From an optimization exercise on the open Yosys and OpenROAD flow, aimed at small area and a short achievable clock period; shortcuts taken in it are not production practice. At most, simulation tests tie the RTL to the original design; equivalence was not proved. Power figures rest on the tool's default switching activity, not on a simulated workload.

==> run a: inputs <==
## zre_mono
module zre_mono (
    input  wire        clk,
    input  wire        rst,
    input  wire        start,
    input  wire [6:0]  black,
    input  wire        skip,
    input  wire [15:0] width,
    input  wire        pix_valid,
    input  wire [7:0]  pix_r,
    input  wire [7:0]  pix_g,
    input  wire [7:0]  pix_b,
    input  wire [7:0]  pix_a,
    input  wire        pix_last,
    output reg         dark_valid,
    output reg         dark,
    output reg         res_valid,
    output wire        res_err,
    output reg  [15:0] box_x,
    output reg  [15:0] box_y,
    output reg  [15:0] box_w,
    output reg  [15:0] box_h
);
    reg  [6:0]  cfg_p;
    reg         cfg_err;
    reg         cfg_skip;
    reg  [15:0] cfg_w;
    always @(posedge clk) begin
        if (start) begin
            cfg_p    <= (black == 7'd0) ? 7'd50 : black;
            cfg_err  <= (black > 7'd99);
            cfg_skip <= skip;
            cfg_w    <= width;
        end
    end
    wire [6:0] cfg_pn = ~cfg_p;
    assign res_err = cfg_err;
    reg        s0_v, s0_last;
  ...
export LEC_CHECK = 0
export CAP_MARGIN = 20
export CORE_MARGIN = 2
export CORE_UTILIZATION = 40
export PLACE_DENSITY = 0.6
export SLEW_MARGIN = 20
export SYNTH_HIERARCHICAL = 1
export SYNTH_MINIMUM_KEEP_SIZE = 0
create_clock -name core_clock -period 13.0 [get_ports {clk}]
standard.sh (not shown) runs the stock make flow with config.mk's settings and CLKGATE_MAP_FILE= SYNTH_SCRIPT=/design/flow/synth_recipe.tcl, a recipe that flattens the netlist after the stock synthesis.
==> flow/flow/run.sh <==
#!/bin/bash
# Standard ORFS flow (the standard.sh): synthesis unchanged, then the
# layout with the ports buffered by buf_1 cells and setup repair aimed at a
# slack margin of 0 ns. Each step's output goes to its own log file here.
set -e
bash standard.sh synth > synth.log 2>&1
bash standard.sh "BUFFER_PORTS_ARGS=-buffer_cell sky130_fd_sc_hd__buf_1" SETUP_SLACK_MARGIN=0  finish > layout.log 2>&1
==> inputs of run b, as changes to run a <==
==> flow/flow/run.sh (replaced) <==
#!/bin/bash
# Standard ORFS flow (the standard.sh): synthesis unchanged, then the
# layout with the ports buffered by buf_1 cells and setup repair aimed at a
# slack margin of 9.0 ns. Each step's output goes to its own log file here.
set -e
bash standard.sh synth > synth.log 2>&1
bash standard.sh "BUFFER_PORTS_ARGS=-buffer_cell sky130_fd_sc_hd__buf_1" SETUP_SLACK_MARGIN=9.0  finish > layout.log 2>&1
==> notes.md <==
| item | run b | run a |
|---|---|---|
| CP Depth | 16 | 14 |
| Sw frac | 0.4839 | 0.4843 |
| Result of the run | timing/DRC/antenna clean | timing/DRC/antenna clean |
| Vias | 10272 | 10145 |
| Number of nets in the final layout | 1822 | 1808 |
| R2r setup slk | 9080 ps | 8600 ps |
| DRC marker count from the first detailed-route iteration | 696 | 699 |
| Post-Place Setup Slack | 8396 ps | 8325 ps |
| Sequential share of cell area | 0.2743 | 0.2757 |
| CLK BUF | 18 | 17 |
| Fin util | 0.4557 | 0.4471 |
| Fraction of layout instances using a drive strength above 1 | 0.08673 | 0.05341 |
| Number of placed cells counting well taps | 1971 | 1970 |
| Critical Path Max Stage Delay | 590 ps | 810 ps |
| Layout buffer count excluding clock buffers | 146 | 132 |
| First-pass GRT wire length | 55230 um | 54480 um |
| Met2 wire length | 15110 um | 14860 um |
| IR Drop Worst-Case VDD | 364.9 uV | 327.9 uV |
| Multi-input gate area | 0.008911 sq mm | 0.008805 sq mm |
| Met2 track demand over resource | 0.3084 | 0.3059 |
| Largest net degree at the start of global routing | 65 | 63 |

---

==> inputs of run R <==
Another version of the RTL of zre_mono (not shown whole).
Settings: LEC_CHECK=0, CAP_MARGIN=20, CORE_MARGIN=2, CORE_UTILIZATION=40, PLACE_DENSITY=0.6, SLEW_MARGIN=20, SYNTH_HIERARCHICAL=1, SYNTH_MINIMUM_KEEP_SIZE=0; clock period 13.0 ns.
==> flow/flow/run.sh <==
#!/bin/bash
# Standard ORFS flow; ports buffered with buf_1 and setup repair aimed at a
# slack margin of 9.3 ns. Each step's output goes to its own log file here.
set -e
bash standard.sh synth > synth.log 2>&1
bash standard.sh "BUFFER_PORTS_ARGS=-buffer_cell sky130_fd_sc_hd__buf_1" SETUP_SLACK_MARGIN=9.3 finish > layout.log 2>&1
==> run D (differences from run R) <==
==> flow/flow/run.sh (replaced) <==
#!/bin/bash
# Standard ORFS flow; ports buffered with buf_1 and setup repair aimed at a
# slack margin of 0 ns. Each step's output goes to its own log file here.
set -e
bash standard.sh synth > synth.log 2>&1
bash standard.sh "BUFFER_PORTS_ARGS=-buffer_cell sky130_fd_sc_hd__buf_1" SETUP_SLACK_MARGIN=0 finish > layout.log 2>&1
==> notes.md <==
Of run R and run D, run R has the higher sequential power (gap about 0.9%, measured against run D). Against run D, the cell area of run R is larger by about 6%. Between run D and run R, the lower clock skew is in run R (gap 0.0017 ns). Of run D and run R, run R has the higher register-to-register slack (gap 0.66 ns). Against run R, the via count of run D is smaller by 3.4%. In synthesized cell count, run D and run R do not differ. Against run R, the clock-buffer cell count of run D is higher by 1. In run D the sequential share of layout area is higher than in run R, by 1.0 points. In run D the non-clock buffer count is lower than in run R, by 38. Global-route usage: run D is lower than run R (1.2 points). Of run R and run D, run R has the higher combinational power (gap 14%, measured against run D).
No functional check of the RTL was part of any run of this note.

[port drivers added, routing unchanged]
In the flow no input, the clock included, has a driving cell. The finished layouts below were timed again as built, in two steps.
Step 1 (the two cells are an assumption about what drives the block):
set clk [get_ports {clk}]
set_driving_cell -lib_cell sky130_fd_sc_hd__clkbuf_16 $clk
set_driving_cell -lib_cell sky130_fd_sc_hd__buf_2 [delete_from_list [all_inputs] $clk]
Step 2 times the ports against the registers' clock, not the clock port: input delays grow and output delays shrink by t, the midpoint of the rising clock arrivals with the driver on.
a / b / c = ideal / step 1 / step 2; a / b = the first two.
run	t, ns	setup slack, ns	worst hold slack (ns)	latest minus earliest clock arrival (ns)	cell pins on the clock port's net
run a	0.493	8.596 / 8.596 / 8.284	0.333 / 0.333 / 0.333	0.010 / 0.011	1
run b	0.494	9.079 / 9.078 / 8.696	0.327 / 0.327 / 0.327	0.013 / 0.013	1
run R	0.497	8.742 / 8.742 / 8.742	0.329 / 0.329 / 0.329	0.013 / 0.014	1
run D	0.499	8.079 / 8.079 / 8.079	0.329 / 0.329 / 0.329	0.017 / 0.017	1
After both steps setup and hold are still met in every run listed. For run b, which loses most, drivers alone change the setup slack by -0.001 ns; drivers and shift together by -0.383 ns.
